What follows belongs to an exercise in optimizing a design on an open flow for small area, a short achievable clock period and few clock cycles per item; a production flow would make more cautious choices.
At most, simulation tests tie the RTL to the original design; equivalence was not proved.
No functional check of the RTL was part of runs 1 and 2.
No activity file was given, so power comes from the tool's default toggle rates.

`design.v`:
```
module gf_aside (
    input  wire [7:0]  a,
    output wire [26:0] ax
);
    function [3:0] mul_lam(input [3:0] v);
        mul_lam = {v[0] ^ v[1] ^ v[2] ^ v[3], v[1] ^ v[3], v[2], v[2] ^ v[3]};
    endfunction
    function [1:0] mul_nu(input [1:0] v);
        mul_nu = {v[1] ^ v[0], v[1]};
    endfunction
    function [2:0] ex4(input [1:0] v);
        ex4 = {v[0] ^ v[1], v[1], v[0]};
    endfunction
    function [8:0] ex16(input [3:0] v);
        ex16 = {ex4(v[3:2] ^ v[1:0]), ex4(v[1:0]), ex4(mul_nu(v[3:2]))};
    endfunction
    assign ax = {ex16(a[7:4] ^ a[3:0]), ex16(a[3:0]), ex16(mul_lam(a[7:4]))};
endmodule
module gf_aside_inv (
    input  wire [26:0] ax,
    output wire [7:0]  a
);
    wire [3:0] lo  = {ax[16:15] ^ ax[13:12], ax[13:12]};
    wire [3:0] sum = {ax[25:24] ^ ax[22:21], ax[22:21]};
    assign a = {sum ^ lo, lo};
endmodule
module gf_tap (
    input  wire [26:0] ax,
    input  wire [17:0] bx,
    output wire [7:0]  p
);
    function [1:0] m4(input [2:0] x, input [1:0] y);
        m4 = {(y[0] & x[1]) ^ (y[1] & x[2]), (y[0] & x[0]) ^ (y[1] & x[1])};
    endfunction
    function [3:0] m16(input [8:0] x, input [5:0] y);
        reg [1:0] q1, q2, q3;
        begin
            q1 = m4(x[2:0], y[1:0]);
            q2 = m4(x[5:3], y[3:2]);
            q3 = m4(x[8:6], y[5:4]);
            m16 = {q3 ^ q2, q2 ^ q1};
        end
    endfunction
    wire [3:0] p1 = m16(ax[8:0],   bx[5:0]);
    wire [3:0] p2 = m16(ax[17:9],  bx[11:6]);
    wire [3:0] p3 = m16(ax[26:18], bx[17:12]);
    assign p = {p3 ^ p2, p2 ^ p1};
endmodule
module rs_parity (
    input  wire       clk,
    input  wire       rst,
    input  wire       s_valid,
    output wire       s_ready,
    input  wire [7:0] s_data,
    input  wire       s_last,
    input  wire [4:0] ecc_len,
    output wire       m_valid,
    input  wire       m_ready,
    output wire [7:0] m_data,
    output wire       m_last
);
    localparam EMAX = 30;
    reg        in_v;        
    reg [26:0] in_dx;       
    reg        in_first;    
    reg        in_cont;     
    reg        in_last;     
    reg        inblk;       
    reg [4:0]  ecur;        
    reg [EMAX-1:0] eoh;     
    reg [14:0] eohn;        
    reg [17:0] g0x;         
    reg [8*EMAX-1:8] rem;
    reg [26:0] rem0x;
    reg        done;        
    reg [4:0]  done_e;
    reg [8*EMAX-1:0] ob;
    reg [4:0]  ob_e;        
    reg [4:0]  ob_n;        
    reg [4:0]  ob_r;        
    reg        s_ready_r, m_valid_r, m_last_r;
    reg [7:0]  m_data_r;
    wire [7:0] head_t, head_p, rem0;
    wire [26:0] s_data_x;
    gf_aside_inv u_r0  (.ax(rem0x), .a(rem0));
    assign s_data_x[0] = s_data[2] ^ s_data[4] ^ s_data[6] ^ s_data[7];
    assign s_data_x[1] = s_data[4] ^ s_data[7];
    assign s_data_x[2] = s_data[2] ^ s_data[6];
    assign s_data_x[3] = s_data[1] ^ s_data[2] ^ s_data[3] ^ s_data[4] ^ s_data[5] ^ s_data[6];
    assign s_data_x[4] = s_data[1] ^ s_data[2] ^ s_data[3] ^ s_data[4] ^ s_data[6];
    assign s_data_x[5] = s_data[5];
    assign s_data_x[6] = s_data[1] ^ s_data[3] ^ s_data[4] ^ s_data[5];
    assign s_data_x[7] = s_data[1] ^ s_data[3] ^ s_data[7];
    assign s_data_x[8] = s_data[4] ^ s_data[5] ^ s_data[7];
    assign s_data_x[9] = s_data[2] ^ s_data[3] ^ s_data[5] ^ s_data[7];
    assign s_data_x[10] = s_data[3];
    assign s_data_x[11] = s_data[2] ^ s_data[5] ^ s_data[7];
    assign s_data_x[12] = s_data[0] ^ s_data[6];
    assign s_data_x[13] = s_data[1] ^ s_data[3];
    assign s_data_x[14] = s_data[0] ^ s_data[1] ^ s_data[3] ^ s_data[6];
    assign s_data_x[15] = s_data[0] ^ s_data[2] ^ s_data[5] ^ s_data[6] ^ s_data[7];
    assign s_data_x[16] = s_data[1] ^ s_data[2] ^ s_data[5] ^ s_data[7];
    assign s_data_x[17] = s_data[0] ^ s_data[1] ^ s_data[6];
    assign s_data_x[18] = s_data[2] ^ s_data[3] ^ s_data[7];
    assign s_data_x[19] = s_data[1] ^ s_data[2] ^ s_data[4] ^ s_data[5] ^ s_data[6];
    assign s_data_x[20] = s_data[1] ^ s_data[3] ^ s_data[4] ^ s_data[5] ^ s_data[6] ^ s_data[7];
    assign s_data_x[21] = s_data[0] ^ s_data[1] ^ s_data[2] ^ s_data[3] ^ s_data[7];
    assign s_data_x[22] = s_data[1] ^ s_data[2] ^ s_data[3] ^ s_data[5] ^ s_data[6];
    assign s_data_x[23] = s_data[0] ^ s_data[5] ^ s_data[6] ^ s_data[7];
    assign s_data_x[24] = s_data[0] ^ s_data[2] ^ s_data[4] ^ s_data[5] ^ s_data[6];
    assign s_data_x[25] = s_data[1] ^ s_data[5] ^ s_data[6] ^ s_data[7];
    assign s_data_x[26] = s_data[0] ^ s_data[1] ^ s_data[2] ^ s_data[4] ^ s_data[7];
    assign head_p[0] = head_t[0] ^ head_t[1] ^ head_t[2] ^ head_t[4] ^ head_t[7];
    assign head_p[1] = head_t[1] ^ head_t[2] ^ head_t[3];
    assign head_p[2] = head_t[1] ^ head_t[2] ^ head_t[4] ^ head_t[5];
    assign head_p[3] = head_t[2] ^ head_t[3];
    assign head_p[4] = head_t[1] ^ head_t[5] ^ head_t[6] ^ head_t[7];
    assign head_p[5] = head_t[7];
    assign head_p[6] = head_t[1] ^ head_t[2] ^ head_t[4] ^ head_t[7];
    assign head_p[7] = head_t[1] ^ head_t[4] ^ head_t[5] ^ head_t[7];
    wire ob_free  = (ob_n == ob_e);
    wire go       = !done || ob_free;
    wire step     = in_v && go;
    wire xfer     = done && ob_free;
    wire accept   = s_valid && s_ready_r;
    wire out_fire = m_valid_r && m_ready;
    wire       in_v_n   = accept || (in_v && !step);
    wire       done_n   = (step && in_last) || (done && !xfer);
    wire [4:0] ob_e_n   = xfer ? done_e : ob_e;
    wire [4:0] ob_n_n   = xfer ? 5'd0 : ob_n + {4'd0, out_fire};
    wire [4:0] ob_r_n   = (xfer || ob_r == EMAX - 1) ? 5'd0 : ob_r + 5'd1;
    wire       ob_free_n = (ob_n_n == ob_e_n);
    assign head_t = xfer ? rem0 : ob[15:8];
    wire [18*15-1:18] gtab_a =
        ({252{eoh[0]}} & 252'h000000000000000000000000000000000000000000000000000000000000000) |
        ({252{eoh[1]}} & 252'h00000000000000000000000000000000000000000000000000000000002DA05) |
        ({252{eoh[2]}} & 252'h0000000000000000000000000000000000000000000000000000003CA17C46D) |
        ({252{eoh[3]}} & 252'h00000000000000000000000000000000000000000000000003952D7ADCDBA33) |
        ({252{eoh[4]}} & 252'h0000000000000000000000000000000000000000000003D46CF3C0036DADF11) |
        ({252{eoh[5]}} & 252'h00000000000000000000000000000000000000000AA227A8DB9CCAB45A14500) |
        ({252{eoh[6]}} & 252'h0000000000000000000000000000000000006C06E79C0DB6000CF3511173176) |
        ({252{eoh[7]}} & 252'h00000000000000000000000000000001E29446DF1BB763D179BA33F00F36D80) |
        ({252{eoh[8]}} & 252'h000000000000000000000000000CD49D4014A1ED80CF3462CFCCCF2A2A36894) |
        ({252{eoh[9]}} & 252'h00000000000000000000000ACF9CDEB45CF6011454151E6846888A7B6A333FC) |
        ({252{eoh[10]}} & 252'h00000000000000000078078F51BDB31797A7CE86F94689D1D856DE9FC6CA6D1) |
        ({252{eoh[11]}} & 252'h000000000000014CE714017989BE6D5369D19CFA3917C79E022F1E028A36A1E) |
        ({252{eoh[12]}} & 252'h0000000007ADCF9039468E4F14A1629C5B68D80D855116D43C55117A8DA22A8) |
        ({252{eoh[13]}} & 252'h000027F1B176CE23EDB5BDB989B9DBF0A8A83C5291F2D891CCA3C5F0FCDBA33) |
        ({252{eoh[14]}} & 252'hCE2454A3CE73291F2DE40E511546F989BE628A201BDAD467DA7F1BA22280514) |
        ({252{eoh[15]}} & 252'h9C09C56DEB4F8ADCDE8AD3ED02D9FC6CF285B51F1BCE89E700AB673ED885B68) |
        ({252{eoh[16]}} & 252'h50A7A25368B3454A3C3F6E62B4FB4A9D1A395005226F9DA879EB73468E54F28) |
        ({252{eoh[17]}} & 252'hE7328F8AD6EDD85F3988AA1E780D948A8A00E68476173F14A05CF6A0F9C08A2) |
        ({252{eoh[18]}} & 252'h6EDD8528F6DB02D5396C57A86F38B3479E40E763E78853F3F1B6C0CE244F285) |
        ({252{eoh[19]}} & 252'hE677A26F9E763E7027CF3005A2D467D9E780CDBA396E2A2228A9EDD9489478A) |
        ({252{eoh[20]}} & 252'hA273CA8A817CE4079ECCAE40E79F3C000A28CCFF39039F276DE3D116DA0FA27) |
        ({252{eoh[21]}} & 252'h028A2747652DE7CB51039E76E4FCF300AB67A3C5289CFF1B9CF00F78F476F0A) |
        ({252{eoh[22]}} & 252'h173DA7D91014539F05A3C522CD129E539E40CD18A8E51D8AF27F1B5111679C0) |
        ({252{eoh[23]}} & 252'hB5ECF67A829B4622A8B73785A2DA1BCF3F0F02DB62E5B8A828A3C515E6E2F1E) |
        ({252{eoh[24]}} & 252'hF00F111545339E853C9F9785F392A88A23ED6CA4736E8A28022536E677BC9DB) |
        ({252{eoh[25]}} & 252'h6F3A36E4F8A715E2948B6527E5EF39179E40E6846D3E2A3945ECEDA0F9D13DE) |
        ({252{eoh[26]}} & 252'hB6729BE622B3E54A3C5054511542916E8CDB168B5B01BDB31629C552DE6D7B3) |
        ({252{eoh[27]}} & 252'h45B291E68E4FDA2B4F7942A24739E83C5A2D3E7A008A2F28505B68039E5B785) |
        ({252{eoh[28]}} & 252'h3DB51E44F9DEE79CCA45100FDB96E8CD4E6DA14F1B3D4F227A8CDB01450ACF9) |
        ({252{eoh[29]}} & 252'h151514E6D89BE5B50F9E83CA3C52A7B6D3E23E2B5E9F99DBF222A8F391453CA);
    wire [18*EMAX-1:18*15] gtab_b =
        ({270{~eohn[0]}} & 270'h0000000000000000000000000000000000000000000000000000000000000001E15B) |
        ({270{~eohn[1]}} & 270'h000000000000000000000000000000000000000000000000000000000004510396E2) |
        ({270{~eohn[2]}} & 270'h0000000000000000000000000000000000000000000000000000001B6C0539B40A28) |
        ({270{~eohn[3]}} & 270'h00000000000000000000000000000000000000000000000000DBC28FE76B67285454) |
        ({270{~eohn[4]}} & 270'h00000000000000000000000000000000000000000000022473527CCAE732B9CEDF11) |
        ({270{~eohn[5]}} & 270'h00000000000000000000000000000000000000000CCAE5E44F17CE5B8B9DAD6F3527) |
        ({270{~eohn[6]}} & 270'h0000000000000000000000000000000000003CCCF8A717389150F6ED1686CF533E4A) |
        ({270{~eohn[7]}} & 270'h0000000000000000000000000000000079B162B4FB7951EB73B6814A6D1F2852DF11) |
        ({270{~eohn[8]}} & 270'h0000000000000000000000000001B01BDB3154E6DE626D16CA8B96D45008B650F14A) |
        ({270{~eohn[9]}} & 270'h000000000000000000000002B3E5BB76A367B63F950A78AF36B4F89129BB766D4A3C) |
        ({270{~eohn[10]}} & 270'h000000000000000000141513C52BCE456DB036CC528F1679C003CF1B44AF0AD9B01B) |
        ({270{~eohn[11]}} & 270'h00000000000000539B40CF3E790336E814014A7949DBF05CF69D1DB3F0FF05E4579B) |
        ({270{~eohn[12]}} & 270'h000000000140142916DBDAD3C03CF3C02B9CDE50A1678B989BF0ADB6A1E6C06E7E5E) |
        ({270{~eohn[13]}} & 270'h00000F2278FDB9E40E5178FB6D027162467D8A45B179F05F398B34408A2A05B5E294) |
        ({270{~eohn[14]}} & 270'h05A2D29B462167DB60276FC02DB5BDADE677858A7F2850A794D9EA053CA1678913DE);
    wire [18*EMAX-1:18] gtab = {gtab_b, gtab_a};
    reg [17:0] g0x_in;
    always @* begin
        case (ecc_len)
            5'd1: g0x_in = 18'h14500;
            5'd2: g0x_in = 18'h39F05;
            5'd3: g0x_in = 18'h273E8;
            5'd4: g0x_in = 18'h2816D;
            5'd5: g0x_in = 18'h3917C;
            5'd6: g0x_in = 18'h00DB6;
            5'd7: g0x_in = 18'h3989B;
            5'd8: g0x_in = 18'h1E44F;
            5'd9: g0x_in = 18'h0AF36;
            5'd10: g0x_in = 18'h00B6D;
            5'd11: g0x_in = 18'h0FE76;
            5'd12: g0x_in = 18'h279C0;
            5'd13: g0x_in = 18'h3CB51;
            5'd14: g0x_in = 18'h3C46D;
            5'd15: g0x_in = 18'h14B79;
            5'd16: g0x_in = 18'h1E15B;
            5'd17: g0x_in = 18'h36A1E;
            5'd18: g0x_in = 18'h0F45E;
            5'd19: g0x_in = 18'h333FC;
            5'd20: g0x_in = 18'h39E40;
            5'd21: g0x_in = 18'h282A2;
            5'd22: g0x_in = 18'h332B9;
            5'd23: g0x_in = 18'h36F0A;
            5'd24: g0x_in = 18'h33176;
            5'd25: g0x_in = 18'h3CCCF;
            5'd26: g0x_in = 18'h053CA;
            5'd27: g0x_in = 18'h36522;
            5'd28: g0x_in = 18'h27B4A;
            5'd29: g0x_in = 18'h399DE;
            5'd30: g0x_in = 18'h11505;
            default: g0x_in = 18'd0;
        endcase
    end
    wire [26:0] fbx = in_dx ^ (in_cont ? rem0x : 27'd0);
    genvar k;
    wire [8*EMAX-1:8] rem_nx;
    wire [26:0] rem1x, rem0x_nx;
    gf_aside u_r1x (.a(in_first ? 8'd0 : rem[15:8]), .ax(rem1x));
    gf_tap_x u_tap0 (.ax(fbx), .bx(g0x), .cx(rem1x), .px(rem0x_nx));
    generate
        for (k = 1; k < EMAX; k = k + 1) begin : g_tap
            wire [7:0] p;
            gf_tap u_tap (.ax(fbx), .bx(gtab[18*k +: 18]), .p(p));
            if (k < EMAX - 1) begin : g_mid
                assign rem_nx[8*k +: 8] = (in_first ? 8'd0 : rem[8*k+8 +: 8]) ^ p;
            end else begin : g_end
                assign rem_nx[8*k +: 8] = p;
            end
        end
    endgenerate
    always @(posedge clk) begin
        if (step) begin
            rem   <= rem_nx;
            rem0x <= rem0x_nx;
        end
        ob <= xfer ? {rem, rem0} : {ob[7:0], ob[8*EMAX-1:8]};
        m_data_r <= head_p;
        if (step && in_last)
            done_e <= ecur;
        if (accept) begin
            in_dx    <= s_data_x;
            in_first <= !inblk;
            in_cont  <= inblk;
            in_last  <= s_last;
        end
        if (accept && !inblk) begin
            ecur <= ecc_len;
            eoh  <= (32'd1 << ecc_len) >> 1;
            eohn <= ~((32'd1 << ecc_len) >> 16);
            g0x  <= g0x_in;
        end
    end
    always @(posedge clk) begin
        if (rst) begin
            in_v      <= 1'b0;
            inblk     <= 1'b0;
            done      <= 1'b0;
            ob_e      <= 5'd0;
            ob_n      <= 5'd0;
            ob_r      <= 5'd0;
            s_ready_r <= 1'b1;
            m_valid_r <= 1'b0;
            m_last_r  <= 1'b0;
        end else begin
            in_v      <= in_v_n;
            if (accept)
                inblk <= !s_last;
            done      <= done_n;
            ob_e      <= ob_e_n;
            ob_n      <= ob_n_n;
            ob_r      <= ob_r_n;
            s_ready_r <= !in_v_n || !done_n || ob_free_n;
            m_valid_r <= !ob_free_n && (ob_r_n == ob_n_n);
            m_last_r  <= (ob_n_n == ob_e_n - 5'd1);
        end
    end
    assign s_ready = s_ready_r;
    assign m_valid = m_valid_r;
    assign m_data  = m_data_r;
    assign m_last  = m_last_r;
endmodule
module gf_tap_x (
    input  wire [26:0] ax,
    input  wire [17:0] bx,
    input  wire [26:0] cx,
    output wire [26:0] px
);
    wire [17:0] q;
    genvar n;
    generate
        for (n = 0; n < 9; n = n + 1) begin : g_q
            wire [2:0] x = ax[3*n +: 3];
            wire [1:0] y = bx[2*n +: 2];
            assign q[2*n+1] = (y[0] & x[1]) ^ (y[1] & x[2]);
            assign q[2*n]   = (y[0] & x[0]) ^ (y[1] & x[1]);
        end
    endgenerate
    assign px[0] = cx[0] ^ q[6] ^ q[7] ^ q[10] ^ q[11] ^ q[12] ^ q[13] ^ q[16] ^ q[17];
    assign px[1] = cx[1] ^ q[6] ^ q[10] ^ q[12] ^ q[16];
    assign px[2] = cx[2] ^ q[7] ^ q[11] ^ q[13] ^ q[17];
    assign px[3] = cx[3] ^ q[8] ^ q[9] ^ q[10] ^ q[11] ^ q[14] ^ q[15] ^ q[16] ^ q[17];
    assign px[4] = cx[4] ^ q[8] ^ q[10] ^ q[14] ^ q[16];
    assign px[5] = cx[5] ^ q[9] ^ q[11] ^ q[15] ^ q[17];
    assign px[6] = cx[6] ^ q[7] ^ q[8] ^ q[9] ^ q[10] ^ q[13] ^ q[14] ^ q[15] ^ q[16];
    assign px[7] = cx[7] ^ q[6] ^ q[7] ^ q[8] ^ q[11] ^ q[12] ^ q[13] ^ q[14] ^ q[17];
    assign px[8] = cx[8] ^ q[6] ^ q[9] ^ q[10] ^ q[11] ^ q[12] ^ q[15] ^ q[16] ^ q[17];
    assign px[9] = cx[9] ^ q[3] ^ q[5] ^ q[9] ^ q[11];
    assign px[10] = cx[10] ^ q[2] ^ q[3] ^ q[4] ^ q[5] ^ q[8] ^ q[9] ^ q[10] ^ q[11];
    assign px[11] = cx[11] ^ q[2] ^ q[4] ^ q[8] ^ q[10];
    assign px[12] = cx[12] ^ q[0] ^ q[2] ^ q[6] ^ q[8];
    assign px[13] = cx[13] ^ q[1] ^ q[3] ^ q[7] ^ q[9];
    assign px[14] = cx[14] ^ q[0] ^ q[1] ^ q[2] ^ q[3] ^ q[6] ^ q[7] ^ q[8] ^ q[9];
    assign px[15] = cx[15] ^ q[0] ^ q[4] ^ q[6] ^ q[10];
    assign px[16] = cx[16] ^ q[1] ^ q[5] ^ q[7] ^ q[11];
    assign px[17] = cx[17] ^ q[0] ^ q[1] ^ q[4] ^ q[5] ^ q[6] ^ q[7] ^ q[10] ^ q[11];
    assign px[18] = cx[18] ^ q[3] ^ q[5] ^ q[15] ^ q[17];
    assign px[19] = cx[19] ^ q[2] ^ q[3] ^ q[4] ^ q[5] ^ q[14] ^ q[15] ^ q[16] ^ q[17];
    assign px[20] = cx[20] ^ q[2] ^ q[4] ^ q[14] ^ q[16];
    assign px[21] = cx[21] ^ q[0] ^ q[2] ^ q[12] ^ q[14];
    assign px[22] = cx[22] ^ q[1] ^ q[3] ^ q[13] ^ q[15];
    assign px[23] = cx[23] ^ q[0] ^ q[1] ^ q[2] ^ q[3] ^ q[12] ^ q[13] ^ q[14] ^ q[15];
    assign px[24] = cx[24] ^ q[0] ^ q[4] ^ q[12] ^ q[16];
    assign px[25] = cx[25] ^ q[1] ^ q[5] ^ q[13] ^ q[17];
    assign px[26] = cx[26] ^ q[0] ^ q[1] ^ q[4] ^ q[5] ^ q[12] ^ q[13] ^ q[16] ^ q[17];
endmodule
```
`run.sh`:
```
#!/bin/bash
# synth_recipe.tcl (not shown) runs the flow's synth.tcl, then flattens the netlist and writes it again
# the make line also repeats each setting of config.mk as NAME=value (left out here)
make -C /OpenROAD-flow-scripts/flow DESIGN_CONFIG=/design/flow/config.mk WORK_HOME=/design/flow/orfs CLKGATE_MAP_FILE= SYNTH_SCRIPT=/design/flow/synth_recipe.tcl finish
```
`constraint.sdc`:
```
create_clock -name core_clock -period 8.0 [get_ports {clk}]
set_input_delay 1.6000 -clock core_clock [delete_from_list [all_inputs] [get_ports {clk}]]
set_output_delay 1.6000 -clock core_clock [all_outputs]
set_load 0.01 [all_outputs]
```
`config.mk`:
```
export PLATFORM = sky130hd
export DESIGN_NAME = rs_parity
export DESIGN_NICKNAME = rs_parity
export VERILOG_FILES = /design/flow/design.v
export SDC_FILE = /design/flow/constraint.sdc
export NUM_CORES = 4
export LEC_CHECK = 0
export CAP_MARGIN = 20
export CORE_MARGIN = 2
export CORE_UTILIZATION = 45
export CTS_CLUSTER_DIAMETER = 100
export CTS_CLUSTER_SIZE = 30
export SETUP_SLACK_MARGIN = 5.0
export SLEW_MARGIN = 20
export SYNTH_HIERARCHICAL = 1
```
==> summary.md, run 1 <==
| Metric | Value |
|---|---|
| Synth cell types | 69 |
| Core Area | 0.101 mm2 |
| First-pass DRT Iterations | 8 |
| Area after DPL | 0.0486 mm2 |
| Metal3 WL | 20,100 um |
| CTS Buf Count | 30 |
| Worst hold slack | 0.443 ns |
| Setup CP Type | flop to flop |
| Buffers on Ports | 28 |
| Die Ht | 323 um |
| Worst reg-to-reg setup slack | 4.92 ns |
| Worst Hold Path Cells | 1 |
| HP Start | ob[50] |
| Share of layout cells above drive strength 1 | 19.3% |
| Full die area | 0.104 mm2 |
| Met2 Routed Length | 81,300 um |
| Grt ovf | 0 |
| Setup WS post-layout | 4.92 ns |
| Worst path arrival time | 3.51 ns |
| Pwr dens | 454 mW/mm2 |
| Cells after Synth | 5,166 |
| Pin count of the biggest net entering global routing | 154 |
| DRC | 0 |
| Post-route cell area | 0.0543 mm2 |
| R2R Path End | rem[60] |
| Post-synth EDFFs | 361 |
| Synth Register Bits | 629 |
| Hold Path End | ob[42] |
| Setup_tns | 0 ns |
| Via count | 39,000 |
| Ys Warns | 9 |
| CTS Root Buffer Type | clkbuf_16 |
| Top Metal Used | met5 |
| Clk slew on worst S/H paths | 0.12 ns |
| Critical path required time | 8.42 ns |
| Routability cong. | 1.11 |
| Reg2Reg Launch Point | eoh[10] |
| Vias in the first global route | 37,200 |
| Static Leak | 0.0204 uW |
| # rows | 117 |
| Slew Viols, Final | 0 |
| RSZ-0062 raised after global routing | true |
| Worst reg-to-reg path cell count | 9 |
| Syn Area/Cell | 8.88 um2 |
| Tmin final | 3.08 ns |
| Max Freq | 0.324 GHz |
| Post-Syn Area | 0.0459 mm2 |
| Drt wl/cell | 28.7 um |
| M1 wire length | 78,800 um |
| # IOs | 29 |
| H-tree Lvls | 1 |
| CTS tree | yes |
| Max IR drop VDD | 330 uV |
| DIE WIDTH | 323 um |
| Setup-failing EPs final | 0 |
| Slew @ Worst Pin | 1.05 ns |
| Hpwl dp | 132,000 um |
| Tot GR Track Use | 35.5% |
| Final hold viol count | 0 |
| Worst Skew | 0.0789 ns |
| Initial antenna violation count | 9 |
| Layout area overhead | 18.3% |
| Post-Route WL | 192,000 um |
| Vias per inst | 5.81 |
| Relative slew margins | 30.0% |
| Status | complete, no violations |
| Critical Path Sink Type | flop |
| Post-DRT Antenna Nets | 0 |
| Finished Core Util | 53.5% |
| Clk sink count | 629 |
| Hold/Removal Path Class | flop to flop |
| Maxcap violations | 0 |
| DRT iter0 DRCs | 5,191 |
| Seq/Total Area, Yosys | 35.3% |
| Asr flop ratio synth | 0% |
| Nets | 5,341 |
| First-pass GRT wire length | 268,000 um |
| CTS hold repair buffers | 0 |
| Initial Utilization | 45.2% |
| Largest fanout on the critical path | 19 |
| Final period util | 38.6% |
| Crit path from | eoh[10] |
| Post-synth top flop | edfxtp_1 |
| Clock buffer depth | 3 |
| DP Worst Slack | 3.53 ns |
| Worst setup SP type | flop |
| Later-pin clock latency in the skew report | 0.71 ns |
==> how the worst max path moves through the flow <==
stage,to,slack (ns),cells past startpoint
CTS,rem[150],4.83,6
global placement,g0x[0],3.55,8
global route,rem[38],4.90,10
detailed placement,g0x[0],3.53,8
floorplan,s_ready_r,4.70,9
finish,rem[60],4.92,9
==> per-module statistics from Yosys (local to each module, per instance) <==
module        cell area, um2  cells  flip-flops and latches  copies in the design
gf_tap_x                1500    152                       0                     1
gf_aside                 256     30                       0                     1
gf_tap                   468     74                       0                    29
rs_parity              30400   2828                     629                     1
gf_aside_inv             100     10                       0                     1
==> registers in the layout, summed over array words and instances (netlist names), 7 cells and up <==
| signal | flops |
|---|---|
| ob | 240 |
| rem0x | 27 |
| m_data_r | 7 |
| eohn | 15 |
| eoh | 29 |
| rem | 232 |
| g0x | 18 |
| in_dx | 27 |
==> placed cells by master, fill, tap and decap left out, drive strengths merged, types with 34 or more instances in the layout <==
master / netlist / routed
nand4: 160 / 160
clkbuf: 158 / 52
edfxtp: 361 / 361
dfxtp: 268 / 268
nand2: 1235 / 1235
xor2: 493 / 493
nor3: 106 / 106
xnor2: 1057 / 1057
inv: 60 / 58
mux2: 239 / 239
buf: 66 / 266
nand3: 146 / 146
or3: 34 / 34
nor2: 234 / 234
nand2b: 235 / 235
==> metrics by stage <==
stage	instances	total power, uW
CTS	6603	23600
floorplan	5193	16700
finish	6703	24600
global route	6701	25700
global placement	6473	20500
detailed placement	6474	20700
==> report_power, final <==
part           switching [uW]  total (uW)  internal, uW  leakage [uW]
logic                    8810       16400          7550        0.0142
clock network            1170        1930           765      0.000491
registers                 674        6340          5660       0.00565
total                   10700       24600         14000        0.0204
==> critical path, cell delays in order (launching register included) <==
cell      delay, ns
edfxtp_1       0.39
buf_4          0.27
or2_2          0.49
nor3_4         0.36
nand3_1        0.25
nand2_1        0.19
xor2_2         0.21
xnor2_1        0.14
xnor2_2        0.36
xnor2_1        0.11
==> cell type report <==
class                      count  area [um2]
fill                        9286       47200
multi-input combinational   4284       31900
sequential                   629       16200
timing repair buffer         300        3110
tap                         1368        1710
clock buffer                  41         802
inverter                      61         263
clock inverter                14         233
timing repair inverter         4        20.0
antenna                        2        5.00
==> logic make-up after synthesis <==
logic type               count (synthesis)  synth area share (%)
AO/OA/AOI/OAI                           91                  1.32
XOR/XNOR                              1561                  30.6
adder cells (fa/ha/maj)                 13                 0.355
buffers and inverters                  285                  2.68
flip-flops                             629                  35.3
multiplexers                           255                  6.31
other                                    1               0.00818
AND/OR/NAND/NOR                       2331                  23.4
==> cells in the mapped netlist, types with 25 or more instances <==
cell / n / area share (%)
nor2_1: 234 / 1.9
or2_2: 28 / 0.38
or3_1: 34 / 0.46
a21oi_1: 27 / 0.29
nor4_1: 32 / 0.44
dfxtp_1: 268 / 12
buf_4: 33 / 0.54
mux2_2: 217 / 5.3
clkbuf_1: 158 / 1.3
edfxtp_1: 361 / 24
nand2_1: 1229 / 10
and3_1: 29 / 0.40
nor3_1: 106 / 1.2
inv_1: 60 / 0.49
nand4_1: 160 / 2.2
xnor2_1: 1054 / 20
xor2_1: 470 / 9.0
buf_1: 25 / 0.20
nand2b_1: 235 / 3.2
nand3_1: 146 / 1.6
==> metal layers <==
metal	vias up	GRT usage (%)
met3	671	8.27
met4	2	17.6
met5	-	0
li1	17200	-
met2	2366	53.3
met1	18800	47.8
==> what timing repair did <==
action | CTS | global route
pin swaps | 59 | 110
cloned | 6 | 10
setup buffers | 68 | 88
endpoints found under the setup margin | 549 | 421
gates resized for setup | 363 | 264
==> inputs of run 2 (changes only) <==
==> flow/run.sh (new file) <==
#!/bin/bash
# Layout: the standard flow (standard.sh, unchanged synthesis and steps),
# with the port buffers that placement inserts made plain buffers
# (sky130_fd_sc_hd__buf_2) instead of the delay-cell buffer buffer_ports picks
# by default; the resizer can still size them. Every input and output port is
# still buffered. The whole make output goes to standard.log here; each tool's
# own log is under orfs/logs/.
set -euo pipefail
export BUFFER_PORTS_ARGS="-buffer_cell sky130_fd_sc_hd__buf_2"
bash standard.sh > standard.log 2>&1
==> standard.sh (new file) <==
#!/bin/bash
# synth_recipe.tcl (not shown) runs the flow's synth.tcl, then flattens the netlist and writes it again
# the make line also repeats each setting of config.mk as NAME=value (left out here)
make -C /OpenROAD-flow-scripts/flow DESIGN_CONFIG=/design/flow/config.mk WORK_HOME=/design/flow/orfs CLKGATE_MAP_FILE= SYNTH_SCRIPT=/design/flow/synth_recipe.tcl "${@:-finish}"
removed: run.sh
==> summary.md, run 2 <==
| Metric | Value |
|---|---|
| Status | complete, no violations |
| Xor/xnor share of the synthesized area | 30.6% |
| Ys Warns | 9 |
| Pwr dens | 450 mW/mm2 |
| Synth cell types | 69 |
| Post-synthesis mux area share | 6.31% |
| First-pass GRT wire length | 264,000 um |
| Routability cong. | 1.08 |
| Clk sink count | 629 |
| Synth area leader | edfxtp_1 |
| Post-synth top flop | edfxtp_1 |
| Full die area | 0.104 mm2 |
| Compound-gate portion of the synthesized area | 1.32% |
| Slew Viols, Final | 0 |
| Clk slew on worst S/H paths | 0.11 ns |
| Initial Utilization | 45.2% |
| Seq pwr share | 26.4% |
| Vias in the first global route | 37,200 |
| Worst reg-to-reg setup slack | 4.88 ns |
| Max IR drop VDD | 254 uV |
| Setup_tns | 0 ns |
| Hpwl dp | 130,000 um |
| Final period util | 39.0% |
| Tmin final | 3.12 ns |
| H-tree Lvls | 1 |
| DIE WIDTH | 323 um |
| Pin count of the biggest net entering global routing | 130 |
| Top flop regs | ob: 240 flops, rem: 232 flops, eoh: 29 flops |
| Slew @ Worst Pin | 1.09 ns |
| Hold/Removal Path Class | flop to flop |
| Relative slew margins | 27.1% |
| Syn Area/Cell | 8.88 um2 |
| Critical path required time | 8.42 ns |
| # rows | 117 |
| Simple-Gate Fraction of Synth Area | 23.4% |
| Initial antenna violation count | 3 |
| CTS hold repair buffers | 0 |
| Nets | 5,319 |
| RSZ-0062 raised after global routing | true |
| First-pass DRT Iterations | 8 |
| R2R Path End | rem[18] |
| CTS Root Buffer Type | clkbuf_16 |
| Worst hold slack | 0.428 ns |
| Post-Syn Area | 0.0459 mm2 |
| Gate power share | 65.7% |
| Worst reg-to-reg path cell count | 9 |
| CTS tree | yes |
| Post-synth EDFFs | 361 |
| Psw | 10,300 uW |
| HP Start | ob[53] |
| Seq/Total Area, Yosys | 35.3% |
| Layout area overhead | 16.1% |
| CTS Buf Count | 29 |
| Share of layout cells above drive strength 1 | 18.2% |
| Worst path arrival time | 3.54 ns |
| Switching Share | 43.2% |
| DRC | 0 |
| Tot GR Track Use | 34.7% |
| Buffers on Ports | 28 |
| Core Area | 0.101 mm2 |
| Yosys top cell area share | 23.6% |
| Via count | 38,900 |
| Post-Route WL | 190,000 um |
| Hold Path End | ob[45] |
| Cells after Synth | 5,166 |
| Cell-internal power | 13,600 uW |
| Vias per inst | 5.82 |
| Max Freq | 0.320 GHz |
| Reg2Reg Launch Point | eoh[20] |
| Clock network fraction of design power | 7.9% |
| Drt wl/cell | 28.4 um |
| Worst setup SP type | flop |
| Setup CP Type | flop to flop |
| Post-DRT Antenna Nets | 0 |
| Synth Register Bits | 629 |
| Final hold viol count | 0 |
| Clock buffer depth | 3 |
| # IOs | 29 |
| DRT iter0 DRCs | 5,292 |
| Asr flop ratio synth | 0% |
| Grt ovf | 0 |
| Most common cell after layout, fill and taps aside | nand2_1 |
| Synth area leaders | edfxtp_1 24%, xnor2_1 20%, dfxtp_1 12% |
| Setup-failing EPs final | 0 |
| Synth Area in Adders | 0.355% |
| Later-pin clock latency in the skew report | 0.67 ns |
| Most frequent cells in the layout | 1,202 x nand2_1, 942 x xnor2_1, 427 x xor2_1 |
| Worst Skew | 0.0472 ns |
| Largest reg by FF count | ob |
| Maxcap violations | 0 |
| Worst Hold Path Cells | 1 |
| Largest fanout on the critical path | 32 |
| Max FFs per register | 240 |
| Most frequent cell after synthesis | nand2_1 |
| Static Leak | 0.0200 uW |
| Main combinational cell family by area after synthesis | XOR/XNOR gates |
| Die Ht | 323 um |
| Critical Path Sink Type | flop |
| Synth top cells by count | 1,229 x nand2_1, 1,054 x xnor2_1, 470 x xor2_1 |
## run 2: kinds of logic after synthesis
group                    after synthesis
multiplexers                         255
buffers and inverters                285
AO/OA/AOI/OAI                         91
adder cells (fa/ha/maj)               13
XOR/XNOR                            1561
other                                  1
AND/OR/NAND/NOR                     2331
flip-flops                           629
## run 2: per-module statistics from Yosys (local to each module, per instance)
module	copies in the design	cells inside
rs_parity	1	2828
gf_tap_x	1	152
gf_aside_inv	1	10
gf_tap	29	74
gf_aside	1	30
## run 2: critical path: stages (launching register included)
cell and delay (ns):
edfxtp_1 0.39, buf_6 0.24, nor2_1 0.68, and4_1 0.29
nand4_1 0.35, nand2_1 0.21, xor2_1 0.22, xnor2_1 0.11
xnor2_1 0.25, xnor2_1 0.12
## run 2: repair_timing
item                                    4_1_cts  5_1_grt
gates resized for setup                     281      201
pin swaps                                    43       85
cloned                                        9       11
setup buffers                                50       90
endpoints found under the setup margin      602      384
## run 2: per-layer routing
metal / share of wire (%) / global-route usage [%] / routed length (um)
met5: 0.015 / 0 / 28
met2: 42 / 51.6 / 80000
met4: 6.6 / 18.5 / 12500
met1: 41 / 47.1 / 77700
met3: 10 / 7.68 / 19400
## run 2: final cells by class
cell class              count  area, um2
flip-flops and latches    629      16200
diodes                      2       5.00
fillers                  9375      48200
clock buffers              40        788
multi-input cells        4286      31300
repair buffers            277       2750
inverters                  61        251
well taps                1368       1710
repair inverters            4       20.0
clock inverters            14        213
## run 2: worst max-delay path by stage
stage / start / end / slack [ns]
floorplan: m_ready / s_ready_r / 4.70
global placement: eohn[13] / rem[208] / 3.65
detailed placement: eohn[13] / rem[208] / 3.40
CTS: eoh[18] / rem[96] / 4.84
global route: eoh[20] / rem[18] / 4.79
finish: eoh[20] / rem[18] / 4.88
## run 2: power groups by stage
| stage | sequential (uW) | clock [uW] | combinational [uW] |
|---|---|---|---|
| after floorplan | 6060 | 0 | 10600 |
| final | 6320 | 1890 | 15700 |
| after CTS | 6320 | 1930 | 15000 |
| after global placement | 6370 | 0 | 14100 |
| after global routing | 6450 | 2030 | 16500 |
| after detailed placement | 6380 | 0 | 14200 |
## run 2: stage by stage
stage	power, uW	std cells	area [um2]	setup WS, ns	utilization [%]
finish	23900	6681	53300	4.88	52.5
detailed placement	20600	6465	48400	3.40	47.7
global route	25000	6679	53300	4.79	52.5
floorplan	16700	5193	46600	4.70	-
CTS	23300	6578	51300	4.84	50.5
global placement	20400	6464	48400	3.65	47.7
==> inputs of run 3 (changes only) <==
--- a/design.v
+++ b/design.v
@@ -81,2 +81,3 @@
     reg        s_ready_r, m_valid_r, m_last_r;
+    reg        ob_free_r;
     reg [7:0]  m_data_r;
@@ -120,3 +121,3 @@
     assign head_p[7] = head_t[1] ^ head_t[4] ^ head_t[5] ^ head_t[7];
-    wire ob_free  = (ob_n == ob_e);
+    wire ob_free  = ob_free_r;    
     wire go       = !done || ob_free;
@@ -130,4 +131,10 @@
     wire [4:0] ob_n_n   = xfer ? 5'd0 : ob_n + {4'd0, out_fire};
-    wire [4:0] ob_r_n   = (xfer || ob_r == EMAX - 1) ? 5'd0 : ob_r + 5'd1;
-    wire       ob_free_n = (ob_n_n == ob_e_n);
+    wire [4:0] ob_r_inc = (ob_r == EMAX - 1) ? 5'd0 : ob_r + 5'd1;
+    wire [4:0] ob_r_n   = xfer ? 5'd0 : ob_r_inc;
+    wire       n_eq1    = (ob_n + 5'd1 == ob_e);
+    wire       n_eq2    = (ob_n + 5'd2 == ob_e);
+    wire       ob_free_n = !xfer && (out_fire ? n_eq1 : ob_free);
+    wire       m_valid_n = xfer || (!ob_free_n &&
+                           (out_fire ? (ob_r_inc == ob_n + 5'd1) : (ob_r_inc == ob_n)));
+    wire       m_last_n  = xfer ? (done_e == 5'd1) : (out_fire ? n_eq2 : n_eq1);
     assign head_t = xfer ? rem0 : ob[15:8];
@@ -267,2 +274,3 @@
             m_last_r  <= 1'b0;
+            ob_free_r <= 1'b1;
         end else begin
@@ -276,4 +284,5 @@
             s_ready_r <= !in_v_n || !done_n || ob_free_n;
-            m_valid_r <= !ob_free_n && (ob_r_n == ob_n_n);
-            m_last_r  <= (ob_n_n == ob_e_n - 5'd1);
+            ob_free_r <= ob_free_n;
+            m_valid_r <= m_valid_n;
+            m_last_r  <= m_last_n;
         end
==> run.sh (new file) <==
#!/bin/bash
# synth_recipe.tcl (not shown) runs the flow's synth.tcl, then flattens the netlist and writes it again
# the make line also repeats each setting of config.mk as NAME=value (left out here)
make -C /OpenROAD-flow-scripts/flow DESIGN_CONFIG=/design/flow/config.mk WORK_HOME=/design/flow/orfs CLKGATE_MAP_FILE= SYNTH_SCRIPT=/design/flow/synth_recipe.tcl finish
--- a/config.mk
+++ b/config.mk
@@ -11,3 +11,3 @@
 export CTS_CLUSTER_DIAMETER = 100
-export CTS_CLUSTER_SIZE = 30
+export CTS_CLUSTER_SIZE = 24
 export SETUP_SLACK_MARGIN = 5.0
removed: flow/run.sh
removed: standard.sh
==> summary.md, run 3 <==
| Metric | Value |
|---|---|
| Status | complete, no violations |
| Clk slew on worst S/H paths | 0.10 ns |
| Switching Share | 43.5% |
| Max FFs per register | 240 |
| Synth top cells by count | 1,956 x nand2_1, 1,055 x xnor2_1, 467 x xor2_1 |
| Finished Core Util | 51.9% |
| Yosys top cell area share | 23.7% |
| Most common cell after layout, fill and taps aside | nand2_1 |
| Clk sink count | 630 |
| Setup-failing EPs final | 0 |
| Tot GR Track Use | 38.9% |
| Static Leak | 0.0207 uW |
| Final period util | 38.9% |
| Area of the multi-input gates | 0.0303 mm2 |
| HP Start | ob[209] |
| Die Ht | 323 um |
| Met3 Resource Use GR | 8.78% |
| Relative slew margins | 33.6% |
| Nets | 5,805 |
| M1 GR Usage | 52.7% |
| DRT iter0 DRCs | 5,537 |
| Ys Warns | 9 |
| Setup CP Type | flop to flop |
| Critical-path cell list | buf_12, buf_4, nor4_1, nand3_1, nand2_1, xor2_1, xnor2_1, xnor2_1, xnor2_1 |
| Cells after Synth | 5,688 |
| Setup_tns | 0 ns |
| Post-Syn Area | 0.0458 mm2 |
| Initial Utilization | 45.2% |
| Most frequent cell after synthesis | nand2_1 |
| Post-Route WL | 210,000 um |
| DIE WIDTH | 323 um |
| Setup WS post-layout | 4.89 ns |
| Grt peak-use layer | met2 |
| Critical Path Sink Type | flop |
| Critical path required time | 8.36 ns |
| H-tree Lvls | 2 |
| Slew @ Worst Pin | 0.996 ns |
| Slowest cell on crit path | nor4_1 |
| Vias in the first global route | 39,000 |
| CTS Buf Count | 34 |
| Register area | 0.0162 mm2 |
| Largest reg by FF count | ob |
| DRC | 0 |
| # fillers | 9,689 |
| Clock buffer depth | 3 |
| Via count | 41,700 |
| Vias per inst | 5.82 |
| Post-DRT Antenna Nets | 0 |
| DP Worst Slack | 4.07 ns |
| Synth Register Bits | 630 |
| Post-synth EDFFs | 361 |
| Layout area overhead | 14.7% |
| Syn Area/Cell | 8.05 um2 |
| Design Power | 22,900 uW |
| Top flop regs | ob: 240 flops, rem: 232 flops, eoh: 29 flops |
| CTS Root Buffer Type | clkbuf_16 |
| Grt ovf | 0 |
| Slew Viols, Final | 0 |
| Hpwl dp | 136,000 um |
| Worst Skew | 0.0629 ns |
| Hold/Removal Path Class | flop to flop |
| CTS tree | yes |
| Seq pwr share | 27.5% |
| Reg2Reg Launch Point | eoh[16] |
| Initial antenna violation count | 5 |
| Cell mode on critical path | xnor2_1 |
| Max IR drop VDD | 279 uV |
| Clock network fraction of design power | 8.8% |
| Critical path's largest stage delay | 0.77 ns |
| Psw | 9950 uW |
| Full die area | 0.104 mm2 |
| Synth cell types | 65 |
| Drt wl/cell | 29.3 um |
| Core Area | 0.101 mm2 |
| Pin count of the biggest net entering global routing | 117 |
| Worst path arrival time | 3.47 ns |
| Tmin final | 3.11 ns |
| Cell-internal power | 12,900 uW |
| # IOs | 29 |
| Gate power share | 63.7% |
| # rows | 117 |
| Crit path from | eoh[16] |
| Later-pin clock latency in the skew report | 0.67 ns |
| First-pass DRT Iterations | 7 |
| Pwr dens | 435 mW/mm2 |
| First-pass GRT wire length | 290,000 um |
| Share of layout cells above drive strength 1 | 10.5% |
| Most frequent cells in the layout | 1,936 x nand2_1, 1,010 x xnor2_1, 442 x xor2_1 |
| Synth area leaders | edfxtp_1 24%, xnor2_1 20%, nand2_1 16% |
| Synth area leader | edfxtp_1 |
| Final hold viol count | 0 |
| Maxcap violations | 0 |
| Max Freq | 0.321 GHz |
| Buffers on Ports | 28 |
| Routability cong. | 1.11 |
| Largest fanout on the critical path | 8 |
| Asr flop ratio synth | 0% |
| Seq/Total Area, Yosys | 35.4% |
| Post-synth top flop | edfxtp_1 |
| GR Util met2 | 56.9% |
| Worst setup SP type | flop |
| RSZ-0062 raised after global routing | true |
## run 3: cell count changes after synthesis, moves of 5 or more
cell / change
mux2_2: -216
a21oi_1: +10
nand2_1: +727
buf_4: -26
nand4_1: +13
nor2b_1: +8
nand3_1: -7
nor3b_1: -5
nor3_1: -9
mux2_1: -22
o21ai_0: +14
and3_1: +6
clkbuf_1: +54
or3_1: -7
## run 3: worst paths after layout
kind | end | slack (ns) | cells after the start
setup / recovery | rem[114] | 4.89 | 9
hold / removal | ob[201] | 0.41 | 2
setup reg to reg | rem[114] | 4.89 | 9
hold reg to reg | ob[201] | 0.41 | 2
## run 3: through the flow
step                cells  hold slack, ns  area (um2)
detailed placement   6965           0.404       48500
floorplan            5715           0.399       46400
finish               7167           0.410       52600
CTS                  7102           0.407       51200
global placement     6965           0.401       48500
global route         7166           0.428       52500
## run 3: Yosys stat by module (local to each module, per instance)
module	copies in the design	cells inside	flops+latches	area (um2)
gf_tap	29	74	0	468
gf_tap_x	1	152	0	1500
gf_aside_inv	1	10	0	100
rs_parity	1	3350	630	30400
gf_aside	1	30	0	256
## run 3: cell type report
class	count	share of cell area [%]
tap	1368	3.26
multi-input combinational	4767	57.7
timing repair buffer	275	5.67
clock inverter	8	0.174
antenna	1	0.00476
inverter	64	0.495
sequential	630	30.9
timing repair inverter	1	0.00952
clock buffer	53	1.80
## run 3: what timing repair did
item	CTS	global route
hold buffers	0	0
pin swaps	29	56
gates cloned	8	6
setup endpoints to repair	357	262
setup buffers	68	58
gates resized for setup	244	153
hold endpoints to repair	0	0
## run 3: logic make-up (layout without fill, tap and decap cells)
family / Yosys count / in the layout / share of synthesized area [%]
and+or+nand+nor: 3047 / 3047 / 29.2
xor gates and xnor gates: 1557 / 1558 / 30.6
DFF: 630 / 630 / 35.4
buffers and inverters: 319 / 401 / 2.70
AOI/OAI and AO/OA: 109 / 109 / 1.49
adders and majority gates: 14 / 14 / 0.382
muxes: 11 / 11 / 0.270
other: 1 / 29 / 0.00819
## run 3: worst max-delay path, delay by kind of cell (launching register included)
kind	cells	cell delay (ns)
XOR/XNOR	4	0.70
buffers and inverters	2	0.32
AND/OR/NAND/NOR	3	1.34
flip-flops	1	0.44
## run 3: power groups by stage
stage               combinational, uW  clock (uW)  sequential, uW
floorplan                       10500           0            6030
global route                    15500        2160            6390
CTS                             14100        2060            6270
detailed placement              13700           0            6320
global placement                13600           0            6310
finish                          14600        2020            6280
## run 3: per-layer routing
metal | share of wire [%] | vias up
li1 | - | 18300
met1 | 40 | 20000
met2 | 41 | 2631
met3 | 11 | 728
met4 | 7.5 | 6
met5 | 0.022 | -
Testbench counts of run 3, summed over its fixed seeds: cycles 12,602, bytes 12,345.
==> inputs of run 4 (changes only) <==
--- a/config.mk
+++ b/config.mk
@@ -9,7 +9,8 @@
 export CORE_MARGIN = 2
-export CORE_UTILIZATION = 45
+export CORE_UTILIZATION = 50
 export CTS_CLUSTER_DIAMETER = 100
 export CTS_CLUSTER_SIZE = 24
+export PLACE_DENSITY = 0.7
 export SETUP_SLACK_MARGIN = 5.0
-export SLEW_MARGIN = 20
+export SLEW_MARGIN = 30
 export SYNTH_HIERARCHICAL = 1
==> summary.md, run 4 <==
| Metric | Value |
|---|---|
| Max IR drop VDD | 312 uV |
| CTS hold repair buffers | 0 |
| Status | complete, no violations |
| Critical-path cell list | buf_4, nor2_1, nand4_1, nand2_1, xor2_1, xnor2_1, xnor2_1, xnor2_1 |
| DRT iter0 DRCs | 5,878 |
| Critical path's largest stage delay | 0.75 ns |
| Cell Count Post-Placement | 6,775 |
| Final period util | 38.2% |
| Buffers on Ports | 28 |
| Synth cell types | 65 |
| Hold/Removal Path Class | flop to flop |
| Synth top cells by count | 1,956 x nand2_1, 1,055 x xnor2_1, 467 x xor2_1 |
| Crit path from | eoh[17] |
| Post-DRT Antenna Nets | 0 |
| DP Worst Slack | 3.81 ns |
| Worst path arrival time | 3.43 ns |
| Ys Warns | 9 |
| Cell mode on critical path | xnor2_1 |
| Critical Path Sink Type | flop |
| Synth area leader | edfxtp_1 |
| # rows | 111 |
| RSZ-0062 raised after global routing | true |
| Post-Route WL | 193,000 um |
| DIE WIDTH | 307 um |
| Max Freq | 0.327 GHz |
| # IOs | 29 |
| Core Area | 0.0912 mm2 |
| Layout Cells excl Fill | 6,969 |
| Yosys top cell area share | 23.7% |
| Clk slew on worst S/H paths | 0.09 ns |
| Most frequent cells in the layout | 1,935 x nand2_1, 1,007 x xnor2_1, 433 x xor2_1 |
| Grt ovf | 0 |
| Largest reg by FF count | ob |
| Setup-failing EPs final | 0 |
| Nets | 5,785 |
| Routability cong. | 1.11 |
| CTS Root Buffer Type | clkbuf_16 |
| Initial Utilization | 50.2% |
| DRC | 0 |
| Vias per inst | 5.94 |
| Tmin final | 3.06 ns |
| Share of layout cells above drive strength 1 | 10.6% |
| Setup_tns | 0 ns |
| Full die area | 0.0940 mm2 |
| Worst Skew | 0.0537 ns |
| Critical path required time | 8.38 ns |
| Post-synth top flop | edfxtp_1 |
| Final hold viol count | 0 |
| Clock buffer depth | 3 |
| Slowest cell on crit path | nor2_1 |
| Largest delay share family, worst path | simple AND/OR/NAND/NOR gates |
| Later-pin clock latency in the skew report | 0.67 ns |
| Asr flop ratio synth | 0% |
| H-tree Lvls | 2 |
| Max FFs per register | 240 |
| Relative slew margins | 36.3% |
| Post-Syn Area | 0.0458 mm2 |
| Worst setup SP type | flop |
| Synth Register Bits | 630 |
| Tot GR Track Use | 39.6% |
| Post-synth EDFFs | 361 |
| Slew Viols, Final | 0 |
| Cells after Synth | 5,688 |
| Vias in the first global route | 39,300 |
| Slew @ Worst Pin | 0.951 ns |
| Syn Area/Cell | 8.05 um2 |
| CTS tree | yes |
| Maxcap violations | 0 |
| Static Leak | 0.0206 uW |
| Synth area leaders | edfxtp_1 24%, xnor2_1 20%, nand2_1 16% |
| WP buf/inv | 1 |
| Reg2Reg Launch Point | eoh[17] |
| Most frequent cell after synthesis | nand2_1 |
| HP Start | ob[155] |
| Setup WS post-layout | 4.94 ns |
| Initial antenna violation count | 3 |
| Seq/Total Area, Yosys | 35.4% |
| Pwr dens | 438 mW/mm2 |
| Largest fanout on the critical path | 32 |
| Layout area overhead | 14.3% |
| Most common cell after layout, fill and taps aside | nand2_1 |
| Clk sink count | 630 |
| CTS Buf Count | 37 |
| Hpwl dp | 128,000 um |
| Top flop regs | ob: 240 flops, rem: 232 flops, eoh: 29 flops |
| Die Ht | 307 um |
| Setup CP Type | flop to flop |
| Via count | 41,400 |
| Pin count of the biggest net entering global routing | 106 |
| First-pass DRT Iterations | 10 |
| First-pass GRT wire length | 271,000 um |
| Drt wl/cell | 27.7 um |
[run 4: cell types whose count changed in the layout (fill, tap and decap cells not counted), sizes merged, moves of 2 or more]
cell,change
buf,-21
dlygate4sd2,-2
clkinv,+4
inv,+2
bufbuf,-2
clkbuf,+4
clkinvlp,-2
[run 4: timing repair]
action | CTS | global route
setup buffers | 53 | 60
gates resized for setup | 229 | 181
pin swaps | 31 | 59
setup endpoints to repair | 433 | 249
gates cloned | 7 | 4
[run 4: worst min-delay path, cell delays in order, from the launching register on]
cell and delay, ns:
dfxtp_1 0.31, nand2_1 0.04, nand2_1 0.04
[run 4: stage by stage]
step | total power (uW) | util, % | area (um2) | hold WS, ns
global placement | 19700 | 52.7 | 48100 | 0.404
global route | 24000 | 57.4 | 52300 | 0.443
CTS | 22400 | 55.8 | 50900 | 0.427
finish | 22900 | 57.4 | 52400 | 0.427
floorplan | 16500 | - | 46400 | 0.399
detailed placement | 19900 | 52.8 | 48200 | 0.405
[run 4: power by group]
group | total (uW) | internal (uW) | switching, uW | leakage (uW)
registers | 6240 | 5600 | 635 | 0.00564
clock network | 2140 | 944 | 1200 | 0.000577
logic | 14600 | 6470 | 8090 | 0.0144
[run 4: per-layer routing]
| layer | part of all wire (%) | GRT usage (%) | up-vias |
|---|---|---|---|
| met2 | 42 | 59.2 | 2649 |
| met3 | 12 | 12.4 | 701 |
| met5 | 0.023 | 0 | - |
| met4 | 6.1 | 18.7 | 4 |
| met1 | 39 | 52.0 | 19800 |
| li1 | - | - | 18300 |
[run 4: cells by family (layout without fill, tap and decap cells)]
kind of cell             after synthesis  count (layout)  share of synthesized area, %
AND/OR/NAND/NOR                     3047            3047                          29.2
AO/OA/AOI/OAI                        109             109                          1.49
XOR/XNOR                            1557            1558                          30.6
buffers and inverters                319             384                          2.70
other                                  1              30                       0.00819
multiplexers                          11              11                         0.270
adder cells (fa/ha/maj)               14              14                         0.382
flip-flops                           630             630                          35.4
[run 4: path summary, 6_finish.rpt]
path	to	slack, ns	cells past startpoint
setup / recovery	rem[70]	4.94	8
hold / removal	ob[147]	0.43	2
setup reg to reg	rem[70]	4.94	8
hold reg to reg	ob[147]	0.43	2
[run 4: cell type report]
class                      count  area (um2)
clock buffer                  56        1030
timing repair inverter         2        10.0
timing repair buffer         251        2660
fill                        8291       38900
inverter                      64         253
multi-input combinational   4767       30500
tap                         1186        1480
antenna                        2        5.00
sequential                   630       16200
clock inverter                11         186
[run 4: modules after synthesis (local to each module, per instance)]
module        cell area [um2]  flip-flops and latches
gf_aside                  256                       0
gf_aside_inv              100                       0
gf_tap                    468                       0
gf_tap_x                 1500                       0
rs_parity               30400                     630
==> inputs of run 5 (changes only) <==
--- a/config.mk
+++ b/config.mk
@@ -16 +16,2 @@
 export SYNTH_HIERARCHICAL = 1
+export TNS_END_PERCENT = 50
==> summary.md, run 5 <==
| Metric | Value |
|---|---|
| DIE WIDTH | 307 um |
| Worst setup SP type | flop |
| Vias in the first global route | 40,200 |
| Synth area leaders | edfxtp_1 24%, xnor2_1 20%, nand2_1 16% |
| Final period util | 38.8% |
| Synth top cells by count | 1,956 x nand2_1, 1,055 x xnor2_1, 467 x xor2_1 |
| Maxcap violations | 0 |
| Reg2Reg Launch Point | eoh[27] |
| Setup-failing EPs final | 0 |
| First-pass GRT wire length | 291,000 um |
| Post-Route WL | 210,000 um |
| Register area | 0.0162 mm2 |
| CTS hold repair buffers | 0 |
| Post-Syn Area | 0.0458 mm2 |
| Tmin final | 3.10 ns |
| Largest fanout on the critical path | 25 |
| Synth Register Bits | 630 |
| Pin count of the biggest net entering global routing | 125 |
| Yosys top cell area share | 23.7% |
| Worst path arrival time | 3.48 ns |
| Initial antenna violation count | 7 |
| Compound-gate portion of the synthesized area | 1.49% |
| Synth Area in Adders | 0.382% |
| Die Ht | 307 um |
| Relative slew margins | 34.3% |
| Later-pin clock latency in the skew report | 0.66 ns |
| Share of layout cells above drive strength 1 | 10.9% |
| Hold/Removal Path Class | flop to flop |
| Drt wl/cell | 30.1 um |
| Routability cong. | 1.11 |
| Static Leak | 0.0208 uW |
| Most frequent cells in the layout | 1,947 x nand2_1, 998 x xnor2_1, 432 x xor2_1 |
| CTS Buf Count | 34 |
| # fillers | 8,325 |
| Via count | 42,500 |
| Clk slew on worst S/H paths | 0.10 ns |
| Seq/Total Area, Yosys | 35.4% |
| Area of the multi-input gates | 0.0304 mm2 |
| Max IR drop VDD | 330 uV |
| Critical-path cell list | buf_4, nor2_2, buf_4, nand2_1, nor3_4, nand3_1, nand2_1, xor2_1, xnor2_1, xnor2_1, xnor2_1 |
| Pwr dens | 443 mW/mm2 |
| HP Start | ecur[1] |
| First-pass DRT Iterations | 9 |
| Slew Viols, Final | 0 |
| Critical Path Sink Type | flop |
| Grt ovf | 0 |
| Slowest cell on crit path | edfxtp_1 |
| Cell Count Post-Placement | 6,784 |
| Post-synth top flop | edfxtp_1 |
| Max FFs per register | 240 |
| Post-DRT Antenna Nets | 0 |
| DRT iter0 DRCs | 6,399 |
| DRC | 0 |
| Xor/xnor share of the synthesized area | 30.6% |
| Buffers on Ports | 28 |
| Full die area | 0.0940 mm2 |
| Core Area | 0.0912 mm2 |
| Vias per inst | 6.08 |
| Most common cell after layout, fill and taps aside | nand2_1 |
| Cells after Synth | 5,688 |
| # rows | 111 |
| Simple-Gate Fraction of Synth Area | 29.2% |
| Ys Warns | 9 |
| Setup CP Type | flop to flop |
| Synth cell types | 65 |
| H-tree Lvls | 2 |
| Crit path from | eoh[27] |
| Layout area overhead | 14.6% |
| Post-synthesis mux area share | 0.270% |
| Top flop regs | ob: 240 flops, rem: 232 flops, eoh: 29 flops |
| Clock buffer depth | 3 |
| Final hold viol count | 0 |
| Tot GR Track Use | 43.1% |
| Nets | 5,809 |
| # IOs | 29 |
| Asr flop ratio synth | 0% |
| CTS Root Buffer Type | clkbuf_16 |
| Post-synth EDFFs | 361 |
| CTS tree | yes |
| Largest reg by FF count | ob |
| Initial Utilization | 50.2% |
| Syn Area/Cell | 8.05 um2 |
| Critical path's largest stage delay | 0.38 ns |
| Clk sink count | 630 |
| Critical path required time | 8.37 ns |
| Setup_tns | 0 ns |
| Synth area leader | edfxtp_1 |
| Max Freq | 0.322 GHz |
| Slew @ Worst Pin | 0.985 ns |
| Worst Skew | 0.0485 ns |
| RSZ-0062 raised after global routing | true |
| Hpwl dp | 135,000 um |
| Most frequent cell after synthesis | nand2_1 |
| Main combinational cell family by area after synthesis | XOR/XNOR gates |
| Layout Cells excl Fill | 6,990 |
| Status | complete, no violations |
| Cell mode on critical path | xnor2_1 |
## run 5: cell types whose count changed in the layout (fill, tap and decap cells not counted), moves of 10 or more
cell     previous run  this run
xnor2_2            24        47
buf_6              17        31
xnor2_4            27        14
nand2_1          1935      1947
nand2_2            23        11
nor2_2             32        42
## run 5: worst paths after layout
kind | to | slack, ns | cells after the start
setup / recovery | rem[106] | 4.90 | 11
hold / removal | done_e[1] | 0.42 | 0
setup reg to reg | rem[106] | 4.90 | 11
hold reg to reg | done_e[1] | 0.42 | 0
## run 5: metrics by stage
step	area (um2)	hold slack, ns	total power [uW]	setup WS [ns]	util [%]
after global routing	52500	0.436	24300	4.87	57.5
final	52500	0.424	23300	4.90	57.5
after global placement	47900	0.401	19800	3.99	52.5
after floorplan	46000	0.399	16400	4.09	-
after CTS	50900	0.427	22600	4.79	55.8
after detailed placement	48000	0.407	20000	3.85	52.6
## run 5: modules after synthesis, one instance, submodules excluded
module | times used | area (um2) | cells
gf_tap_x | 1 | 1500 | 152
gf_aside | 1 | 256 | 30
gf_tap | 29 | 468 | 74
gf_aside_inv | 1 | 100 | 10
rs_parity | 1 | 30400 | 3350
## run 5: timing repair
item                                    4_1_cts  5_1_grt
buffers inserted                             69       56
cloned                                       10        8
pin swaps                                    35       50
resized for setup                           231      198
endpoints found under the setup margin      288      351
## run 5: cell families after synthesis
| family | after synthesis |
|---|---|
| AOI/OAI and AO/OA | 109 |
| xor gates and xnor gates | 1557 |
| adders and majority gates | 14 |
| buffers and inverters | 319 |
| DFF | 630 |
| muxes | 11 |
| other | 1 |
| and+or+nand+nor | 3047 |
## run 5: where the power goes
part	internal (uW)	switching [uW]	total (uW)	leakage, uW
Clock	857	1150	2010	0.000508
Sequential	5600	689	6290	0.00564
Combinational	6580	8390	15000	0.0147
## run 5: routing by layer
| layer | global-route usage [%] | part of all wire (%) |
|---|---|---|
| met1 | 56.9 | 39 |
| met3 | 11.9 | 13 |
| met4 | 27.2 | 7.9 |
| met2 | 62.0 | 41 |
| met5 | 0 | 0.060 |
## run 5: critical path, delay by kind of cell, from the launching register on
| family | cells | cell delay (ns) |
|---|---|---|
| XOR/XNOR | 4 | 0.68 |
| buffers and inverters | 2 | 0.56 |
| flip-flops | 1 | 0.38 |
| AND/OR/NAND/NOR | 5 | 1.20 |
## run 5: final cells by class
cell class	count	share of cell area (%)
Sequential cell	630	30.9
Clock buffer	54	1.82
Clock inverter	8	0.195
Antenna cell	1	0.00477
Inverter	64	0.510
Timing Repair inverter	2	0.0191
Tap cell	1186	2.83
Timing Repair Buffer	277	5.80
Multi-Input combinational cell	4768	57.9
==> inputs of run 6 (changes only) <==
--- a/config.mk
+++ b/config.mk
@@ -12,3 +12,3 @@
 export CTS_CLUSTER_SIZE = 24
-export PLACE_DENSITY = 0.7
+export PLACE_DENSITY = 0.8
 export SETUP_SLACK_MARGIN = 5.0
@@ -16,2 +16 @@
 export SYNTH_HIERARCHICAL = 1
-export TNS_END_PERCENT = 50
==> summary.md, run 6 <==
| Metric | Value |
|---|---|
| Post-synth EDFFs | 361 |
| Final period util | 39.1% |
| Post-synth top flop | edfxtp_1 |
| Synth Register Bits | 630 |
| # fillers | 7,928 |
| HP Start | ob[128] |
| Vias in the first global route | 40,300 |
| Critical path required time | 8.37 ns |
| Share of layout cells above drive strength 1 | 13.5% |
| First-pass DRT Iterations | 10 |
| Full die area | 0.0940 mm2 |
| Initial antenna violation count | 12 |
| Worst reg-to-reg path cell count | 11 |
| Nets | 5,850 |
| Static Leak | 0.0214 uW |
| Setup CP Type | flop to flop |
| CTS Root Buffer Type | clkbuf_16 |
| Most frequent cells in the layout | 1,926 x nand2_1, 937 x xnor2_1, 407 x xor2_1 |
| Worst reg-to-reg setup slack | 4.87 ns |
| Post-Route WL | 211,000 um |
| Layout Cells excl Fill | 7,034 |
| DP Worst Slack | 3.89 ns |
| DRC | 0 |
| Clk sink count | 630 |
| Vias per inst | 6.12 |
| Core Area | 0.0912 mm2 |
| Later-pin clock latency in the skew report | 0.67 ns |
| Setup_tns | 0 ns |
| Reg2Reg Launch Point | eoh[25] |
| Final hold viol count | 0 |
| Most common cell after layout, fill and taps aside | nand2_1 |
| CTS Buf Count | 34 |
| Worst Skew | 0.0646 ns |
| Seq pwr share | 25.5% |
| Max Freq | 0.320 GHz |
| Layout area overhead | 17.9% |
| Worst setup SP type | flop |
| Gate power share | 66.3% |
| Ys Warns | 9 |
| Top flop regs | ob: 240 flops, rem: 232 flops, eoh: 29 flops |
| Die Ht | 307 um |
| Tmin final | 3.13 ns |
| Cell-internal power | 13,600 uW |
| Largest reg by FF count | ob |
| Worst path arrival time | 3.50 ns |
| Slew Viols, Final | 0 |
| Buffers on Ports | 28 |
| # IOs | 29 |
| H-tree Lvls | 2 |
| Psw | 11,000 uW |
| Max FFs per register | 240 |
| Post-Syn Area | 0.0458 mm2 |
| Seq/Total Area, Yosys | 35.4% |
| Pin count of the biggest net entering global routing | 128 |
| # rows | 111 |
| Cell Count Post-Placement | 6,781 |
| Yosys top cell area share | 23.7% |
| DRT iter0 DRCs | 6,199 |
| First-pass GRT wire length | 290,000 um |
| Slew @ Worst Pin | 0.972 ns |
| Asr flop ratio synth | 0% |
| Setup-failing EPs final | 0 |
| Status | complete, no violations |
| CTS tree | yes |
| Max IR drop VDD | 319 uV |
| Post-DRT Antenna Nets | 0 |
| Most frequent cell after synthesis | nand2_1 |
| Routability cong. | 1.13 |
| Maxcap violations | 0 |
| Critical Path Sink Type | flop |
| Tot GR Track Use | 43.0% |
| Pwr dens | 455 mW/mm2 |
| Cells after Synth | 5,688 |
| Grt ovf | 0 |
| Hold/Removal Path Class | flop to flop |
| DIE WIDTH | 307 um |
| Initial Utilization | 50.2% |
| Synth cell types | 65 |
| Setup WS post-layout | 4.87 ns |
| Clock buffer depth | 3 |
| Worst Hold Path Cells | 2 |
| Clock network fraction of design power | 8.2% |
| RSZ-0062 raised after global routing | true |
| Hpwl dp | 141,000 um |
| Via count | 43,000 |
| Switching Share | 44.8% |
| Synth top cells by count | 1,956 x nand2_1, 1,055 x xnor2_1, 467 x xor2_1 |
| Drt wl/cell | 30.0 um |
| Largest fanout on the critical path | 8 |
| Clk slew on worst S/H paths | 0.10 ns |
| Synth area leaders | edfxtp_1 24%, xnor2_1 20%, nand2_1 16% |
| Syn Area/Cell | 8.05 um2 |
| Synth area leader | edfxtp_1 |
| Relative slew margins | 35.0% |
| Crit path from | eoh[25] |
[run 6: cell counts after synthesis]
Identical to the previous run, type by type.
[run 6: stage by stage]
stage	power (uW)	hold WS, ns	area (um2)	util [%]
after floorplan	16500	0.399	46400	-
after global placement	20100	0.401	48200	52.8
after detailed placement	20400	0.405	48300	53.0
after CTS	23100	0.398	51600	56.6
after global routing	25500	0.402	54000	59.2
final	24600	0.384	54000	59.2
[run 6: power by group through the flow]
stage	combinational, uW	clock [uW]	sequential, uW
floorplan	10500	0	6030
global placement	13900	0	6260
detailed placement	14200	0	6290
CTS	14900	2020	6220
global route	17000	2120	6350
finish	16300	2020	6250
[run 6: area by class of cell]
| class | instances | area, um2 | area share [%] |
|---|---|---|---|
| inverter | 64 | 268 | 0.496 |
| clock buffer | 54 | 937 | 1.74 |
| tap | 1186 | 1480 | 2.75 |
| multi-input combinational | 4766 | 31500 | 58.4 |
| sequential | 630 | 16200 | 30.1 |
| clock inverter | 8 | 108 | 0.199 |
| timing repair buffer | 320 | 3440 | 6.37 |
| timing repair inverter | 2 | 10.0 | 0.0185 |
| antenna | 4 | 10.0 | 0.0185 |
[run 6: what timing repair did]
item / CTS / global route
endpoints found under the setup margin: 337 / 269
gates resized for setup: 298 / 261
gates cloned: 7 / 8
hold buffers: 0 / 0
buffers inserted: 88 / 84
pin swaps: 56 / 124
[run 6: Yosys stat by module, one instance, submodules excluded]
| module | cells | times used | flops+latches | area, um2 |
|---|---|---|---|---|
| gf_aside | 30 | 1 | 0 | 256 |
| gf_aside_inv | 10 | 1 | 0 | 100 |
| gf_tap | 74 | 29 | 0 | 468 |
| gf_tap_x | 152 | 1 | 0 | 1500 |
| rs_parity | 3350 | 1 | 630 | 30400 |
[run 6: metal layers]
layer	GRT usage [%]	up-vias	share of wire, %	wire, um
li1	-	18400	-	-
met1	56.0	20500	38	79600
met2	61.7	3198	40	85000
met3	15.7	892	15	30800
met4	23.1	10	7.3	15400
met5	0	-	0.029	62
[run 6: path summary, 6_finish.rpt]
kind / end
hold / removal: ob[120]
setup reg to reg: rem[69]
hold reg to reg: ob[120]
setup / recovery: rem[69]
[run 6: critical path: stages (launching register included)]
cell      delay (ns)
edfxtp_1        0.45
buf_12          0.18
buf_4           0.14
nor2_4          0.30
nand2b_4        0.16
nor3_1          0.19
nand4_1         0.24
nand2_2         0.19
xor2_4          0.29
xnor2_4         0.19
xnor2_4         0.37
xnor2_1         0.13
[run 6: cell families (layout without fill, tap and decap cells)]
kind of cell | Yosys count | in the layout | share of synthesized area [%]
buffers and inverters | 319 | 448 | 2.70
AO/OA/AOI/OAI | 109 | 109 | 1.49
AND/OR/NAND/NOR | 3047 | 3047 | 29.2
flip-flops | 630 | 630 | 35.4
other | 1 | 32 | 0.00819
XOR/XNOR | 1557 | 1557 | 30.6
multiplexers | 11 | 11 | 0.270
adder cells (fa/ha/maj) | 14 | 14 | 0.382

[afterwards: timing with drivers on the ports]
No port has a modelled driver above. Below, the same layouts with a new extraction and two added sets of constraints.
Step 1 sets driving cells, clkbuf_16 on the clock port and buf_2 on the other inputs (assumed; they add their load-dependent delay and slew).
Step 2 times the ports against the registers' clock, not the clock port: input delays grow and output delays shrink by t, the midpoint of the rising clock arrivals with the driver on.
Three values: no drivers, after step 1, after step 2; two values: the first two.
run | shift t [ns] | slack for setup (ns)
run 1 | 0.746 | 4.916 / 4.916 / 4.384
run 2 | 0.718 | 4.879 / 4.879 / 4.341
run 3 | 0.715 | 4.889 / 4.889 / 4.388
run 4 | 0.715 | 4.944 / 4.944 / 4.380
run 5 | 0.710 | 4.896 / 4.837 / 4.424
run 6 | 0.713 | 4.871 / 4.871 / 4.429
After both steps setup and hold are still met in every run listed.
